Background: an optimization exercise with open tools, aiming at small area, a short achievable clock period and few clock cycles per item. Do not read the settings as production practice. Only simulation tests tie the RTL to the original design; equivalence was not proved. Power is estimated from default activity; no workload was simulated.

==> design/flow/design.v <==
module nmea_decoder (
    input             clk,
    input             rst,
    input             cmd_valid,
    output            cmd_ready,
    input      [7:0]  cmd_op,
    input      [7:0]  cmd_arg,
    output reg        rsp_valid,
    output reg [7:0]  rsp_status,
    output reg [31:0] rsp_data,
    output            savail
);
    localparam MAXLINE = 120;
    localparam OP_FEED   = 8'h01, OP_HAS    = 8'h02, OP_TAKE  = 8'h03, OP_LREAD = 8'h04;
    localparam OP_FRST   = 8'h30, OP_FNEXT  = 8'h31, OP_FEMPTY = 8'h32;
    localparam OP_TIMED  = 8'h33, OP_DATED  = 8'h34, OP_COORD = 8'h35, OP_RDREG = 8'h36;
    localparam ST_OK = 8'h00, ST_EMPTY = 8'h01, ST_NO_FIELD = 8'h02;
    localparam ST_BAD_FIELD = 8'h20, ST_BAD_HEMI = 8'h21, ST_OUT_OF_RANGE = 8'h22;
    localparam ST_BAD_OPERAND = 8'hFE, ST_ILLEGAL_OP = 8'hFF;
    localparam CH_LF = 8'h0A, CH_COMMA = 8'h2C, CH_STAR = 8'h2A, CH_DOT = 8'h2E;
    localparam S_IDLE = 2'd0, S_FNEXT = 2'd1, S_TOKEN = 2'd2, S_HEMI = 2'd3;
    reg [MAXLINE*8-1:0] buf0, buf1;
    reg        act;
    reg [7:0]  cur;
    reg        newf;
    reg [7:0]  fp;
    reg [7:0]  r_hour, r_min, r_sec, r_day, r_month, r_year;
    reg [15:0] r_ms;
    reg [31:0] r_lat_raw, r_lon_raw;
    reg [31:0] r_lat_fix, r_lon_fix;
    reg [7:0]  r_lat_hemi, r_lon_hemi;
    reg [3:0]  r_valid;
    reg [1:0]  state;
    reg [7:0]  op;
    reg [7:0]  arg;
    reg [7:0]  p;         
    reg [7:0]  tlen;      
    reg        frac;      
    reg        bad;       
    reg [2:0]  ni;        
    reg [2:0]  nf;        
    reg [19:0] iv;        
    reg [19:0] fv;        
    assign cmd_ready = (state == S_IDLE);
    assign savail    = newf;
    wire [MAXLINE*8-1:0] stable = act ? buf0 : buf1;
    reg [7:0] n;
    integer i;
    always @* begin
        n = MAXLINE;
        for (i = MAXLINE - 1; i >= 0; i = i - 1)
            if (stable[i*8 +: 8] == 8'h00) n = i;
    end
    function [7:0] line_at;
        input [7:0] x;
        begin
            if (x < n) line_at = stable[x*8 +: 8];
            else       line_at = 8'h00;
        end
    endfunction
    function is_digit;
        input [7:0] c;
        is_digit = (c >= 8'h30) && (c <= 8'h39);
    endfunction
    wire [7:0] ch      = line_at(p);
    wire       tok_end = (ch == 8'h00) || (ch == CH_COMMA) || (ch == CH_STAR);
    wire [3:0] dig     = ch[3:0];
    wire [7:0] ch_fp   = line_at(fp);
    wire [7:0] lread_b = (cmd_arg < MAXLINE) ? stable[cmd_arg*8 +: 8] : 8'h00;
    reg [19:0] f6;
    always @* begin
        case (nf)
            3'd0:    f6 = 20'd0;
            3'd1:    f6 = fv * 20'd100000;
            3'd2:    f6 = fv * 20'd10000;
            3'd3:    f6 = fv * 20'd1000;
            3'd4:    f6 = fv * 20'd100;
            3'd5:    f6 = fv * 20'd10;
            default: f6 = fv;
        endcase
    end
    wire [7:0]  t_hi  = iv / 20'd10000;
    wire [7:0]  t_mid = (iv / 20'd100) % 20'd100;
    wire [7:0]  t_lo  = iv % 20'd100;
    wire [15:0] t_ms  = f6 / 20'd1000;
    wire [9:0]  c_deg = iv / 20'd100;
    wire [6:0]  c_mm  = iv % 20'd100;
    wire [27:0] c_x   = c_mm * 28'd1000000 + f6;
    wire [24:0] c_q   = (c_x + 28'd3) / 28'd6;
    wire [33:0] c_mag = c_deg * 34'd10000000 + c_q;
    wire [31:0] c_raw = iv * 32'd10000 + f6 / 20'd100;
    wire        c_oor = arg[0] ? (c_mag > 34'd1800000000) : (c_mag > 34'd900000000);
    wire        hemi_ok = (ch == 8'h4E) || (ch == 8'h53) || (ch == 8'h45) || (ch == 8'h57);
    wire        hemi_neg = (ch == 8'h53) || (ch == 8'h57);
    reg        rd_ok;
    reg [31:0] rd_val;
    always @* begin
        rd_ok  = 1'b1;
        rd_val = 32'd0;
        case (cmd_arg)
            8'h00: rd_val = {24'd0, r_hour};
            8'h01: rd_val = {24'd0, r_min};
            8'h02: rd_val = {24'd0, r_sec};
            8'h03: rd_val = {16'd0, r_ms};
            8'h04: rd_val = {24'd0, r_day};
            8'h05: rd_val = {24'd0, r_month};
            8'h06: rd_val = {24'd0, r_year};
            8'h08: rd_val = r_lat_raw;
            8'h09: rd_val = r_lat_fix;
            8'h0A: rd_val = {24'd0, r_lat_hemi};
            8'h0C: rd_val = r_lon_raw;
            8'h0D: rd_val = r_lon_fix;
            8'h0E: rd_val = {24'd0, r_lon_hemi};
            8'h0F: rd_val = {28'd0, r_valid};
            8'h10: rd_val = {24'd0, cur};
            8'h11: rd_val = {31'd0, act};
            8'h12: rd_val = {31'd0, newf};
            8'h13: rd_val = {24'd0, fp};
            default: rd_ok = 1'b0;
        endcase
    end
    wire [7:0] cur_next = (cur == MAXLINE - 1) ? cur : cur + 8'd1;
    always @(posedge clk) begin
        if (rst) begin
            buf0       <= {MAXLINE*8{1'b0}};
            buf1       <= {MAXLINE*8{1'b0}};
            act        <= 1'b0;
            cur        <= 8'd0;
            newf       <= 1'b0;
            fp         <= 8'd0;
            r_hour     <= 8'd0;
            r_min      <= 8'd0;
            r_sec      <= 8'd0;
            r_ms       <= 16'd0;
            r_day      <= 8'd0;
            r_month    <= 8'd0;
            r_year     <= 8'd0;
            r_lat_raw  <= 32'd0;
            r_lat_fix  <= 32'd0;
            r_lat_hemi <= 8'd0;
            r_lon_raw  <= 32'd0;
            r_lon_fix  <= 32'd0;
            r_lon_hemi <= 8'd0;
            r_valid    <= 4'd0;
            state      <= S_IDLE;
            op         <= 8'd0;
            arg        <= 8'd0;
            p          <= 8'd0;
            tlen       <= 8'd0;
            frac       <= 1'b0;
            bad        <= 1'b0;
            ni         <= 3'd0;
            nf         <= 3'd0;
            iv         <= 20'd0;
            fv         <= 20'd0;
            rsp_valid  <= 1'b0;
            rsp_status <= 8'd0;
            rsp_data   <= 32'd0;
        end else begin
            rsp_valid <= 1'b0;
            case (state)
            S_IDLE: if (cmd_valid) begin
                op   <= cmd_op;
                arg  <= cmd_arg;
                p    <= fp;
                tlen <= 8'd0;
                frac <= 1'b0;
                bad  <= 1'b0;
                ni   <= 3'd0;
                nf   <= 3'd0;
                iv   <= 20'd0;
                fv   <= 20'd0;
                rsp_status <= ST_OK;
                rsp_data   <= 32'd0;
                case (cmd_op)
                OP_FEED: begin
                    if (act) begin
                        buf1[cur*8 +: 8] <= cmd_arg;
                        if (cmd_arg == CH_LF) buf1[cur_next*8 +: 8] <= 8'h00;
                    end else begin
                        buf0[cur*8 +: 8] <= cmd_arg;
                        if (cmd_arg == CH_LF) buf0[cur_next*8 +: 8] <= 8'h00;
                    end
                    if (cmd_arg == CH_LF) begin
                        act  <= ~act;
                        cur  <= 8'd0;
                        newf <= 1'b1;
                    end else begin
                        cur <= cur_next;
                    end
                    rsp_valid <= 1'b1;
                end
                OP_HAS: begin
                    rsp_data  <= {31'd0, newf};
                    rsp_valid <= 1'b1;
                end
                OP_TAKE: begin
                    newf      <= 1'b0;
                    fp        <= 8'd0;
                    rsp_data  <= {31'd0, ~act};
                    rsp_valid <= 1'b1;
                end
                OP_LREAD: begin
                    if (cmd_arg < MAXLINE) rsp_data <= {24'd0, lread_b};
                    else                   rsp_status <= ST_BAD_OPERAND;
                    rsp_valid <= 1'b1;
                end
                OP_FRST: begin
                    fp        <= 8'd0;
                    rsp_valid <= 1'b1;
                end
                OP_FEMPTY: begin
                    if (ch_fp == 8'h00 || ch_fp == CH_COMMA || ch_fp == CH_STAR)
                        rsp_data <= 32'd1;
                    rsp_valid <= 1'b1;
                end
                OP_RDREG: begin
                    if (rd_ok) rsp_data <= rd_val;
                    else       rsp_status <= ST_BAD_OPERAND;
                    rsp_valid <= 1'b1;
                end
                OP_FNEXT: state <= S_FNEXT;
                OP_TIMED, OP_DATED: state <= S_TOKEN;
                OP_COORD: begin
                    if (cmd_arg > 8'd1) begin
                        rsp_status <= ST_BAD_OPERAND;
                        rsp_valid  <= 1'b1;
                    end else begin
                        state <= S_TOKEN;
                    end
                end
                default: begin
                    rsp_status <= ST_ILLEGAL_OP;
                    rsp_valid  <= 1'b1;
                end
                endcase
            end
            S_FNEXT: begin
                if (ch == 8'h00 || ch == CH_STAR) begin
                    rsp_status <= ST_NO_FIELD;
                    rsp_valid  <= 1'b1;
                    state      <= S_IDLE;
                end else if (ch == CH_COMMA) begin
                    fp         <= p + 8'd1;
                    rsp_data   <= {24'd0, p + 8'd1};
                    rsp_valid  <= 1'b1;
                    state      <= S_IDLE;
                end else begin
                    p <= p + 8'd1;
                end
            end
            S_TOKEN: begin
                if (!tok_end) begin
                    p    <= p + 8'd1;
                    tlen <= tlen + 8'd1;
                    if (is_digit(ch)) begin
                        if (!frac) begin
                            if (ni != 3'd7) ni <= ni + 3'd1;
                            if (ni < 3'd6)  iv <= iv * 20'd10 + dig;
                        end else begin
                            if (nf != 3'd7) nf <= nf + 3'd1;
                            if (nf < 3'd6)  fv <= fv * 20'd10 + dig;
                        end
                    end else if (ch == CH_DOT && !frac && op != OP_DATED) begin
                        frac <= 1'b1;
                    end else begin
                        bad <= 1'b1;
                    end
                end else begin
                    state     <= S_IDLE;
                    rsp_valid <= 1'b1;
                    if (tlen == 8'd0) begin
                        rsp_status <= ST_EMPTY;
                    end else if (op == OP_TIMED) begin
                        if (bad || ni == 3'd0 || ni == 3'd7) begin
                            rsp_status <= ST_BAD_FIELD;
                        end else begin
                            r_hour     <= t_hi;
                            r_min      <= t_mid;
                            r_sec      <= t_lo;
                            r_ms       <= t_ms;
                            r_valid[0] <= 1'b1;
                        end
                    end else if (op == OP_DATED) begin
                        if (bad || ni == 3'd0 || ni == 3'd7) begin
                            rsp_status <= ST_BAD_FIELD;
                        end else begin
                            r_day      <= t_hi;
                            r_month    <= t_mid;
                            r_year     <= t_lo;
                            r_valid[1] <= 1'b1;
                        end
                    end else begin
                        if (bad || ni == 3'd0 || ni > 3'd5 || !frac) begin
                            rsp_status <= ST_BAD_FIELD;
                        end else if (ch != CH_COMMA) begin
                            rsp_status <= ST_BAD_HEMI;
                        end else begin
                            rsp_valid <= 1'b0;
                            p         <= p + 8'd1;
                            state     <= S_HEMI;
                        end
                    end
                end
            end
            S_HEMI: begin
                state     <= S_IDLE;
                rsp_valid <= 1'b1;
                if (!hemi_ok) begin
                    rsp_status <= ST_BAD_HEMI;
                end else if (c_oor) begin
                    rsp_status <= ST_OUT_OF_RANGE;
                end else if (arg[0] == 1'b0) begin
                    r_lat_raw  <= c_raw;
                    r_lat_fix  <= hemi_neg ? -c_mag[31:0] : c_mag[31:0];
                    r_lat_hemi <= ch;
                    r_valid[2] <= 1'b1;
                end else begin
                    r_lon_raw  <= c_raw;
                    r_lon_fix  <= hemi_neg ? -c_mag[31:0] : c_mag[31:0];
                    r_lon_hemi <= ch;
                    r_valid[3] <= 1'b1;
                end
            end
            endcase
        end
    end
endmodule
==> design/flow/run.sh <==
#!/bin/bash
# synth_recipe.tcl (not shown) runs the flow's synth.tcl, then flattens the netlist and writes it again
# the make line also repeats each setting of config.mk as NAME=value (left out here)
make -C /OpenROAD-flow-scripts/flow DESIGN_CONFIG=/design/flow/config.mk WORK_HOME=/design/flow/orfs CLKGATE_MAP_FILE= SYNTH_SCRIPT=/design/flow/synth_recipe.tcl finish
==> design/flow/config.mk <==
export PLATFORM = sky130hd
export DESIGN_NAME = nmea_decoder
export DESIGN_NICKNAME = nmea_decoder
export VERILOG_FILES = /design/flow/design.v
export SDC_FILE = /design/flow/constraint.sdc
export NUM_CORES = 4
export LEC_CHECK = 0
export CAP_MARGIN = 20
export CORE_MARGIN = 2
export CORE_UTILIZATION = 40
export SLEW_MARGIN = 20
==> design/flow/constraint.sdc <==
create_clock -name core_clock -period 32.0 [get_ports {clk}]
set_input_delay 6.4000 -clock core_clock [delete_from_list [all_inputs] [get_ports {clk}]]
set_output_delay 6.4000 -clock core_clock [all_outputs]
set_load 0.01 [all_outputs]
==> metrics.md <==
| Metric | Value |
|---|---|
| Outcome | complete, no violations |
| Detail Placement HPWL | 481 mm |
| Fin. max-slew vios | 0 |
| Syn_area_per_cell | 9.26 um2 |
| Synthesis-stage register bit count | approximately 2300 |
| Synth Area in Compound Gates | 18.6% |
| Inserted Clock Buffers | 271 |
| DRC viols | 0 |
| Netlist cell types | 145 |
| H-tree depth | 5 |
| Leakage | approximately 63 nW |
| Core Area | between 400000 and 500000 um2 |
| GPL Wtd Cong | 1.02 |
| Final ANT Viol Nets | 0 |
| RSZ-0062 raised after global routing | no |
| Worst stage delay on the critical path | about 600 ps |
| Hold Path Class | reg2reg |
| Worst Setup Start Kind | flip-flop |
| Layout area overhead | 10.0% |
| Hold_buf cts | 0 |
| Tcrit/Tclk final | 93.7% |
| Initial Util | 40.1% |
| Ports | 62 |
| CTS Buffer Depth | 4 |
| XOR/XNOR Fraction of Synth Area | 3.40% |
| Num rows | 235 |
| First-pass GRT wire length | 979 mm |
| Maximum operating frequency | between 30 and 40 MHz |
| Largest net degree at the start of global routing | 207 |
| Synth Instances | 17700 |
| Number of detailed-route iterations in the first pass | 9 |
| Via Count | 153000 |
| Root Buffer Master | clkbuf_16 |
| Simple-gate share of the synthesized area | around 16% |
| Slew margin rel. | 11.1% |
| Clock latency at the later pin of the worst-skew pair | 980 ps |
| Setup-failing EPs final | 0 |
| I/O Buffers | 61 |
| Clk pin slew, worst setup/hold paths | 50 ps |
| Vias in the first global route | roughly 140k |
| Syn_nets | 18500 |
| EDFF count, synth | 0 |
| Max VDD drop | 0.0422 mV |
| Total GRT Usage | a little under a third |
| CTS tree | built |
| MaxCap Viol Count | 0 |
| Die H | 645 um |
| WS Path Type | reg2reg |
| Total grt overflow | 0 |
| CP max stage cell | or4_4 |
| Largest family of logic cells by synthesized area | multiplexers |
| Ys async rst share | 0% |
| Clk sink count | between 2000 and 2500 |
| Power Density | 37.2 nW/um2 |
| Hold WS | 446 ps |
| Slew of the pin with the lowest slew margin | 1330 ps |
| Most used DFF post-synth | dfxtp_1 |
| Hold Violations, Final | 0 |
| Worst-path maximum fanout | 22 |
| Worst Setup End Kind | flip-flop |
| Drt initial violations | around 21000 |
| Cell repeated most along the worst path | a21oi_1 |
| Via/cell ratio | 6.66 |
| Cell Area, Synth | 164000 um2 |
| Fin crit period | 29970 ps |
| WL per Instance | 29.2 um |
| Nets@finish | 18000 |
| Yosys warns | 1 |
| Post-synthesis sequential area ratio | 27.5% |
| Drt total wl | between 600 and 700 mm |
| Area share of the largest cell type after synthesis | 27.5% |
| Data arrival, critical path | 30750 ps |
| Area leader, netlist | dfxtp_1 |
| DIE AREA | 416000 um2 |
| Commonest non-fill, non-tap cell in the layout | nor2_1 |
| Synth Area in Adders | 6.38% |
| Mux contribution to synthesized area | a little under a quarter |
| Initial antenna violation count | 39 |
| Worst path required time | about 33000 ps |
| Most frequent cells in the layout | nor2_1 (3127), dfxtp_1 (2247), a22oi_1 (2040) |
| Setup TNS | 0 ps |
| Synth top area cells | dfxtp_1 (28%), mux4_2 (20%), a22oi_1 (9.3%), nor2_1 (7.2%), ha_1 (4.0%) |
| Die W | ~640 um |
| Final Util | 44.1% |
| Fraction of layout cells with a size suffix above 1 | 16.3% |
| Clk_skew | 99.3 ps |
[critical path, delay by kind of cell (launching register included)]
kind	cells	cell delay, ps
muxes	10	2510
and+or+nand+nor	31	8090
xor gates and xnor gates	9	1840
DFF	1	310
buffers and inverters	6	1010
adders and majority gates	9	2820
AOI/OAI and AO/OA	65	13240
[cells by family (layout without fill, tap and decap cells)]
family | Yosys count | in the layout
multiplexers | 2051 | 2051
other | 0 | 21
buffers and inverters | 1940 | 1700
flip-flops | 2259 | 2259
XOR/XNOR | 630 | 630
adder cells (fa/ha/maj) | 729 | 729
AND/OR/NAND/NOR | 5817 | 5818
AO/OA/AOI/OAI | 4314 | 4314
[layer usage]
layer	part of all wire [%]	vias to the layer above	GRT usage, %	routed length, um
met3	12	1779	8.18	77200
met4	6.9	28	17.5	46100
li1	-	66200	-	-
met2	43	9364	46.4	288000
met5	0.045	-	0.104	300
met1	39	75700	40.5	258000
[cell type report]
| cell class | count | area, um2 |
|---|---|---|
| multi-input combinational | 13500 | 112000 |
| clock inverter | 109 | 1380 |
| timing repair buffer | 520 | 4360 |
| antenna | 21 | 52.6 |
| tap | 5451 | 6820 |
| inverter | 697 | 2650 |
| fill | 39600 | 229000 |
| sequential | 2259 | 45300 |
| clock buffer | 374 | 7870 |
[where the power goes]
part	total, mW	internal, mW	switching, mW	leakage [nW]
Combinational	0.588	0.187	0.401	40.0
Clock	3.28	1.92	1.36	4.54
Sequential	2.85	2.82	0.0275	18.2
[cell usage after synthesis (all sizes together) (226+ instances only)]
cell    count
a21oi     653
a22oi    2044
clkbuf   1038
dfxtp    2259
ha        527
inv       689
mux2i     466
mux4     1478
nand2     951
nand3     226
nor2     3144
nor3      540
o21ai     440
xnor2     457
[path summary, 6_finish.rpt]
path | startpoint | endpoint | slack (ps) | cells past startpoint
setup / recovery | iv[4] | rsp_status[3] | 2030 | 130
hold / removal | rsp_data[15] | rsp_data[15] | 450 | 2
setup reg to reg | iv[4] | rsp_status[3] | 2030 | 130
hold reg to reg | rsp_data[15] | rsp_data[15] | 450 | 2
[flip-flops by register name, summed over array words and instances (netlist names), 11 cells and up]
signal and count:
buf0 960, buf1 960, r_lat_fix 32, r_lat_raw 32, r_lon_fix 32, r_lon_raw 32, rsp_data 32, fv 20
iv 20, r_ms 11
[timing repair]
| item | in CTS | in global routing |
|---|---|---|
| cloned | 1 | 0 |
| buffers inserted | 1 | 22 |
| setup endpoints to repair | 53 | 154 |
| resized for setup | 3 | 90 |
| pin swaps | 1 | 21 |
[through the flow]
step | power [mW] | setup slack (ps) | cell area [um2] | std cells
after floorplan | 3.31 | 2750 | 164000 | 17700
after global placement | 3.49 | -67.4 | 171000 | 22400
after detailed placement | 3.49 | -440 | 171000 | 22400
after CTS | 6.73 | 71.0 | 180000 | 22900
after global routing | 6.87 | 21.4 | 181000 | 23000
final | 6.72 | 2030 | 181000 | 23000
Testbench counts, summed over its fixed seeds: cycles 52,387, ops 28,081.

==> static timing again, ports no longer ideal <==
The flow's constraints put no driver on any port. The routed layout listed below was extracted and timed again, unchanged, in two steps. Step 1 assumes that a clkbuf_16 drives the clock port and a buf_2 every other input. Step 2 moves the port delays by t, midway between the first and last clock arrival at a register: inputs arrive t later, outputs are due t later. That takes back most of the time a late clock gives input paths. a / b / c = ideal ports / drivers / drivers and shift; a / b = the first two.
t, ns: 1.038
setup slack, ns: 2.029 / 2.029 / 2.029
hold slack, ns: 0.446 / 0.446 / 0.446
slew at the worst register clock pin (ns): 0.09 / 0.09
pins driven straight from the clock port: 1
After both steps setup and hold are still met in this run. For this run, drivers alone change the setup slack by 0.000 ns; drivers and shift together by 0.000 ns.
